What follows belongs to an exercise in optimizing a design on an open flow for small area; a production flow would make more cautious choices. Function was checked by simulation only, so behaviour that the tests miss may differ from the original. No activity file was given, so power comes from the tool's default toggle rates. No driver is modelled on the clock port, so clocking that relies on it looks cheaper here than on a real chip.

==> inputs of job 1481 <==
==> flow/design.v (excerpt) <==
module fht8v_timeslot (
  input  wire        clk,
  input  wire        rst,
  input  wire        tick_valid,
  output wire        tick_ready,
  input  wire [15:0] tick_temp,       
  input  wire        tick_radio_ok,   
  input  wire        cmd_valid,
  output wire        cmd_ready,
  input  wire [2:0]  cmd_op,
  input  wire [3:0]  cmd_group,       
  input  wire [7:0]  cmd_a,
  input  wire [7:0]  cmd_b,
  input  wire [3:0]  cmd_opc,
  output reg         rsp_valid,
  input  wire        rsp_ready,
  output reg  [1:0]  rsp_code,
  output wire [47:0] rsp_msg,
  output wire [1:0]  rsp_mode,
  output wire [15:0] rsp_cnt,
  output wire [7:0]  rsp_sc,
  output wire [3:0]  rsp_count,
  output wire        rsp_panic,
  output wire [7:0]  rsp_freeze,
  output wire [15:0] rsp_last_temp,
  output wire [31:0] rsp_tick,
  output wire [31:0] rsp_last_enq,
  output reg         ev_valid,
  input  wire        ev_ready,
  output reg  [1:0]  ev_kind,         
  output wire [2:0]  ev_group,
  output wire [47:0] ev_msg,
  output wire [31:0] ev_tick
);
clock: 10.0 ns
lec_check: 0
cap_margin: 20
core_margin: 2
core_utilization: 40
slew_margin: 20
run.sh (not shown) runs the stock make flow with config.mk's settings and CLKGATE_MAP_FILE= SYNTH_SCRIPT=/design/flow/synth_recipe.tcl, a recipe that flattens the netlist after the stock synthesis.
==> job 3970: changes against job 1481 <==
--- a/flow/design.v
+++ b/flow/design.v
@@ -41,26 +41,57 @@
   localparam [5:0] C_SYNC = 6'b011100, C_SYNC_SET = 6'b010000, C_PAIR = 6'b011111,
                    C_OPEN = 6'b010001;
   reg  [511:0] ring;
   wire [63:0]  hd = ring[511:448];
   reg  [2:0]   ph;               
   reg [3:0]  count;
   reg [31:0] tick;
-  reg [9:0]  since;              
+  reg [9:0]  le_lo;
+  reg        le_wrap;
   reg        panic;
   reg [1:0]  freeze;
   reg [15:0] last_temp;
   reg        clr;                
   reg        cs;                 
   reg        ts;                 
   reg [2:0]  gi;                 
   reg        pnow;               
   reg        acc;                
   reg        radio_q;            
   reg [63:0] o;                  
+  function [15:0] inc16(input [15:0] x);
+    integer i; reg k;
+    begin k = 1'b1; for (i = 0; i < 16; i = i + 1) begin inc16[i] = x[i] ^ k; k = k & x[i]; end end
+  endfunction
+  function [32:0] inc32(input [31:0] x);    
+    integer i; reg k;
+    begin
+      k = 1'b1; inc32[32] = 1'b0;
+      for (i = 0; i < 32; i = i + 1) begin
+        inc32[i] = x[i] ^ k; k = k & x[i];
+        if (i == 9) inc32[32] = k;
+      end
+    end
+  endfunction
+  function [21:0] dec22(input [21:0] x, input b);
+    integer i; reg k;
+    begin k = b; for (i = 0; i < 22; i = i + 1) begin dec22[i] = x[i] ^ k; k = k & ~x[i]; end end
+  endfunction
+  function [7:0] dec8(input [7:0] x);
+    integer i; reg k;
+    begin k = 1'b1; for (i = 0; i < 8; i = i + 1) begin dec8[i] = x[i] ^ k; k = k & ~x[i]; end end
+  endfunction
+  function [9:0] add10(input [9:0] x, input [9:0] z);
+    integer i; reg k;
+    begin k = 1'b0; for (i = 0; i < 10; i = i + 1) begin add10[i] = x[i] ^ z[i] ^ k; k = (x[i] & z[i]) | (k & (x[i] ^ z[i])); end end
+  endfunction
+  function [7:0] add8(input [7:0] x, input [7:0] z);
+    integer i; reg k;
+    begin k = 1'b0; for (i = 0; i < 8; i = i + 1) begin add8[i] = x[i] ^ z[i] ^ k; k = (x[i] & z[i]) | (k & (x[i] ^ z[i])); end end
+  endfunction
   wire ev_free = !ev_valid || ev_ready;
   wire idle    = !clr && !cs && !ts && !ev_valid && !rsp_valid;
   wire [7:0]  h_hc1  = hd[63:56];
   wire [7:0]  h_hc2  = hd[55:48];
   wire [7:0]  h_addr = hd[47:40];
   wire [5:0]  h_cmd  = hd[39:34];
   wire [7:0]  h_ext  = hd[33:26];
@@ -73,26 +104,25 @@
   wire [5:0] p_cmd  = pm ? C_OPEN : h_cmd;
   wire [7:0] p_ext  = pm ? 8'd0 : h_ext;
   wire sodd = stepping && (h_mode == M_SYNC_COUNT) && h_sc[0];
   wire [5:0] q_cmd = sodd ? C_SYNC : p_cmd;
   wire [7:0] q_ext = sodd ? h_sc : p_ext;
   wire [63:0] r_pre = {h_hc1, h_hc2, p_addr, q_cmd, q_ext, h_mode, h_cnt, h_sc};
   wire        g0   = (ph == 3'd0);
-  wire [15:0] c1   = h_cnt + 16'd1;
-  wire [7:0]  tsl  = 8'd230 + {5'd0, h_hc2[2:0]};
-  wire        chi  = (c1[15:8] == 8'd0);
-  wire        hit4 = chi && (c1[7:0] == tsl - 8'd4);
-  wire        hit2 = chi && (c1[7:0] == tsl - 8'd2);
-  wire        hit0 = chi && (c1[7:0] == tsl);
-  wire [7:0]  sc1  = h_sc - 8'd1;
+  wire [15:0] c1   = inc16(h_cnt);
+  wire        chi  = (h_cnt[15:8] == 8'd0);
+  wire        hit4 = chi && (h_cnt[7:0] == add8(8'd225, {5'd0, h_hc2[2:0]}));
+  wire        hit2 = chi && (h_cnt[7:0] == add8(8'd227, {5'd0, h_hc2[2:0]}));
+  wire        hit0 = chi && (h_cnt[7:0] == add8(8'd229, {5'd0, h_hc2[2:0]}));
+  wire [7:0]  sc1  = dec8(h_sc);
   reg [1:0] f_new;
   always @(*) begin
     if (tick_temp == TEMP_NA)
       f_new = freeze;
-    else if ($signed(tick_temp) < $signed(16'd50))
+    else if (tick_temp[15] || (tick_temp[14:6] == 9'd0 && tick_temp[5:0] < 6'd50))
       f_new = 2'd3;
     else if (freeze != 2'd0)
       f_new = freeze - 2'd1;
     else
       f_new = 2'd0;
   end
   wire [1:0] fz = g0 ? f_new : freeze;
@@ -203,14 +233,16 @@
       nx = {h_hc1, h_hc2, cmd_a, C_PAIR, 8'd0, M_PAIR_START, h_cnt, h_sc};
     if (c_sethc)
       nx[63:48] = {cmd_a, cmd_b};
     if (rst || clr)
       nx = 64'd0;
   end
   wire o_load = (step_en && n_ev) || cmd_end;
+  wire [32:0] tick1   = inc32(tick);
+  wire        panic_due = (tick[9:0] == add10(le_lo, 10'd699));
   always @(posedge clk) begin
     ring <= {ring[447:0], nx};
     ph   <= ph + 3'd1;
     if (o_load)
       o <= r_pre;
     if (step_en && n_ev)
       ev_kind <= n_kind;
@@ -219,15 +251,16 @@
     if (rst) begin
       ph        <= 3'd0;
       clr       <= 1'b1;
       cs        <= 1'b0;
       ts        <= 1'b0;
       count     <= 4'd1;
       tick      <= 32'd0;
-      since     <= 10'd0;
+      le_lo     <= 10'd0;
+      le_wrap   <= 1'b0;
       panic     <= 1'b0;
       freeze    <= 2'd0;
       last_temp <= TEMP_NA;
       ev_valid  <= 1'b0;
       rsp_valid <= 1'b0;
     end else begin
       if (clr && ph == 3'd7)
@@ -236,22 +269,22 @@
         ev_valid <= 1'b0;
       if (rsp_valid && rsp_ready)
         rsp_valid <= 1'b0;
       if (idle && tick_valid) begin
         ts   <= 1'b1;
         acc  <= 1'b0;
         gi   <= 3'd0;
-        tick <= tick + 32'd1;
-        if (since == 10'd699) begin
-          since <= 10'd0;
-          pnow  <= 1'b1;
-          panic <= 1'b1;
-        end else begin
-          since <= since + 10'd1;
-          pnow  <= 1'b0;
+        tick <= tick1[31:0];
+        pnow <= panic_due;
+        if (panic_due) begin
+          le_lo   <= tick1[9:0];
+          le_wrap <= 1'b0;
+          panic   <= 1'b1;
+        end else if (tick1[32]) begin
+          le_wrap <= 1'b1;
         end
       end
       if (step_en) begin
         gi <= gi + 3'd1;
         if (n_ev)
           ev_valid <= 1'b1;
         if (n_read) begin
@@ -266,31 +299,32 @@
           ts <= 1'b0;
       end
       if (cmd_act)
         cs <= !cmd_end;
       if (cmd_end) begin
         rsp_valid <= 1'b1;
         if (c_touch) begin
-          since <= 10'd0;
-          panic <= 1'b0;
+          le_lo   <= tick[9:0];
+          le_wrap <= 1'b0;
+          panic   <= 1'b0;
         end
         if (cmd_op == OP_COUNT && c_code == R_OK)
           count <= cmd_a[3:0];
       end
     end
   end
   wire [7:0] o_cmd = {o[39], 1'b0, o[38], 1'b0, o[37:34]};
-  wire [7:0] o_csum = 8'h0C + o[63:56] + o[55:48] + o[47:40] + o_cmd + o[33:26];
+  wire [7:0] o_csum = add8(add8(add8(add8(add8(o[63:56], o[55:48]), o[47:40]), o_cmd), o[33:26]), 8'h0C);
   assign ev_msg        = {o[63:40], o_cmd, o[33:26], o_csum};
   assign rsp_msg       = ev_msg;
   assign rsp_mode      = o[25:24];
   assign rsp_cnt       = o[23:8];
   assign rsp_sc        = o[7:0];
   assign ev_group      = gi - 3'd1;
   assign ev_tick       = tick;
   assign rsp_tick      = tick;
-  assign rsp_last_enq  = tick - {22'd0, since};
+  assign rsp_last_enq  = {dec22(tick[31:10], le_wrap), le_lo};
   assign rsp_count     = count;
   assign rsp_panic     = panic;
   assign rsp_freeze    = {6'd0, freeze};
   assign rsp_last_temp = last_temp;
 endmodule
==> flow/flow/run.sh (new file) <==
#!/bin/bash
# The standard layout (standard.sh), with these changes:
#  - synthesis: synth_recipe.tcl as it is, but with the logic mapped by an
#    area-oriented abc script and without the adder-extraction step
#    (ADDER_MAP_FILE empty); the registers come out as in the standard synthesis;
#  - the port buffers are made from the smallest buffer cell, buf_1;
#  - the clock tree uses clkbuf_16 over clusters of up to 24 registers and no
#    dummy loads.
# The full output of the layout goes to standard.log; ORFS keeps each step's
# own log under orfs/logs.
set -euo pipefail
here=$(pwd)
export AREA_ABC_SCRIPT="$here/flow/abc_area.script"
export FLOW_SYNTH_TCL="$here/synth_recipe.tcl"
export BUFFER_PORTS_ARGS="-buffer_cell sky130_fd_sc_hd__buf_1"
export CTS_ARGS="-sink_clustering_enable -repair_clock_nets -dont_use_dummy_load -buf_list {sky130_fd_sc_hd__clkbuf_16} -sink_clustering_size 24 -sink_clustering_max_diameter 100"
sed -e "s#SYNTH_SCRIPT=[^ ]*#SYNTH_SCRIPT=$here/flow/synth.tcl ADDER_MAP_FILE=#" standard.sh > own.sh
grep -q "SYNTH_SCRIPT=$here/flow/synth.tcl" own.sh
bash own.sh > standard.log 2>&1
==> flow/flow/abc_area.script (new file) <==
strash
&get -n
&st
&deepsyn -T 40
&dch -f
&nf -R 1000
&put
topo
stime -c
buffer -c
upsize -c
dnsize -c
==> flow/flow/synth.tcl (new file) <==
# The standard flow's synthesis script (synth_recipe.tcl) unchanged, except that the abc
# call maps the logic with an area-oriented script (flow/abc_area.script).
proc abc {args} {
  set i [lsearch -exact $args -script]
  if { $i >= 0 } { lset args [expr {$i + 1}] $::env(AREA_ABC_SCRIPT) }
  yosys abc {*}$args
}
source $::env(FLOW_SYNTH_TCL)
==> flow/standard.sh (new file) <==
#!/bin/bash
# synth_recipe.tcl (not shown) runs the flow's synth.tcl, then flattens the netlist and writes it again
# the make line also repeats each setting of config.mk as NAME=value (left out here)
make -C /OpenROAD-flow-scripts/flow DESIGN_CONFIG=/design/flow/config.mk WORK_HOME=/design/flow/orfs CLKGATE_MAP_FILE= SYNTH_SCRIPT=/design/flow/synth_recipe.tcl "${@:-finish}"
Settings changed: CORE_UTILIZATION 40 to 60.
removed: flow/run.sh
==> job 6891: changes against job 1481 <==
==> flow/flow/run.sh (new file) <==
#!/bin/bash
set -euo pipefail
export BUFFER_PORTS_ARGS="-buffer_cell sky130_fd_sc_hd__buf_1"
export CTS_ARGS="-sink_clustering_enable -repair_clock_nets -dont_use_dummy_load -buf_list {sky130_fd_sc_hd__clkbuf_8 sky130_fd_sc_hd__clkbuf_16} -sink_clustering_size 30 -sink_clustering_max_diameter 120"
bash standard.sh > standard.log 2>&1
==> flow/standard.sh (new file) <==
#!/bin/bash
# synth_recipe.tcl (not shown) runs the flow's synth.tcl, then flattens the netlist and writes it again
# the make line also repeats each setting of config.mk as NAME=value (left out here)
make -C /OpenROAD-flow-scripts/flow DESIGN_CONFIG=/design/flow/config.mk WORK_HOME=/design/flow/orfs CLKGATE_MAP_FILE= SYNTH_SCRIPT=/design/flow/synth_recipe.tcl "${@:-finish}"
Settings changed: CORE_UTILIZATION 40 to 60.
removed: flow/run.sh
==> job 3614: changes against job 1481 <==
==> flow/flow/run.sh (new file) <==
#!/bin/bash
set -euo pipefail
export BUFFER_PORTS_ARGS="-buffer_cell sky130_fd_sc_hd__buf_1"
export CTS_ARGS="-sink_clustering_enable -repair_clock_nets -dont_use_dummy_load"
bash standard.sh > standard.log 2>&1
==> flow/standard.sh (new file) <==
#!/bin/bash
# synth_recipe.tcl (not shown) runs the flow's synth.tcl, then flattens the netlist and writes it again
# the make line also repeats each setting of config.mk as NAME=value (left out here)
make -C /OpenROAD-flow-scripts/flow DESIGN_CONFIG=/design/flow/config.mk WORK_HOME=/design/flow/orfs CLKGATE_MAP_FILE= SYNTH_SCRIPT=/design/flow/synth_recipe.tcl "${@:-finish}"
Settings changed: CORE_UTILIZATION 40 to 60.
removed: flow/run.sh
==> summary of the runs <==
In area after synthesis, job 1481 and job 3614 do not differ.
Against job 6891, the clock power of job 3614 is higher by 59%.
In job 3970 the global-route usage is lower than in job 6891, by 1.2 points.
Die area is the same in job 6891 and job 3614.
Between job 3970 and job 1481, the lower critical path depth is in job 1481 (gap 18).
Job 6891 passed the timing, design-rule and antenna checks. Job 1481 completed without violations. Job 3970 ran to the end with no violations. Job 3614 completed without violations.
Routed wire length: job 3970 < job 6891 < job 3614 < job 1481.
Sequential cell count is the same in job 3614 and job 1481.
The highest sequential share of layout area belongs to job 3970, the lowest to job 1481.
The lowest clock skew belongs to job 1481, the highest to job 3614.
==> figures <==
metric	job 3970	job 3614	job 1481	job 6891
Status	complete, no violations	complete, no violations	complete, no violations	complete, no violations
Crit share post-route	74.0%	61.7%	69.0%	61.6%
Rows	65	68	83	68
Final core area utilization	66.2%	67.7%	51.1%	65.2%
Length of the first detailed-routing pass in iterations	5	7	5	5
Number of antenna violations at the first check in global routing	0	3	4	3
Area fraction in compound gates after synthesis	9.08%	6.05%	6.05%	6.05%
Relative contribution of combinational cells to total power	1.0%	1.0%	1.2%	1.2%
Minimum setup slack in the final design	2600 ps	3830 ps	3100 ps	3840 ps
Detailed Route Iter0 Violations	696	675	579	664
Depth of the worst register-to-register path	25	9	10	9
Highest net fanout along the worst path	5	3	27	27
Number of global-route vias before repair	9,859	12,100	12,600	11,700
Routed met3 length	2110 µm	2580 µm	2720 µm	2300 µm
Uppermost routed layer	met4	met5	met5	met5
H-Tree Depth	1	2	2	1
Share of cells above drive strength 1	4.35%	5.06%	7.26%	3.38%
Antenna diode instance count	0	2	2	2
Via-to-Cell Ratio	5.13	5.26	4.72	5.25
Crit-path most repeated cell	sky130_fd_sc_hd__xor2_1	sky130_fd_sc_hd__fa_1	sky130_fd_sc_hd__clkdlybuf4s50_1	sky130_fd_sc_hd__buf_1

port drivers added, routing unchanged:
Ports are ideal in the flow. The routed layouts listed here were re-timed in OpenROAD. Step 1: set_driving_cell puts a clkbuf_16 on clk and a buf_2 on each other input, an assumption about the parent block. Step 2 moves the port delays by t, midway between the first and last clock arrival at a register: inputs arrive t later, outputs are due t later. That takes back most of the time a late clock gives input paths. Slacks: no drivers / after step 1 / after step 2; pairs: no drivers / after step 1.
run	t, ns	setup slack, ns	hold WS [ns]	worst setup path after step 2	clock arrival spread, ns
job 1481	0.672	3.097 / 3.038 / 3.038	0.319 / 0.319 / 0.319	input to output	0.032 / 0.032
job 3970	0.629	2.602 / 2.551 / 3.180	0.305 / 0.305 / 0.305	register to output	0.044 / 0.045
job 6891	0.617	3.838 / 3.785 / 3.785	0.299 / 0.299 / 0.299	input to output	0.050 / 0.050
job 3614	0.634	3.831 / 3.773 / 3.791	0.281 / 0.281 / 0.281	input to output	0.064 / 0.064
After both steps setup and hold are still met in every run listed. For job 1481, which loses most, drivers alone change the setup slack by -0.059 ns; drivers and shift together by -0.059 ns.
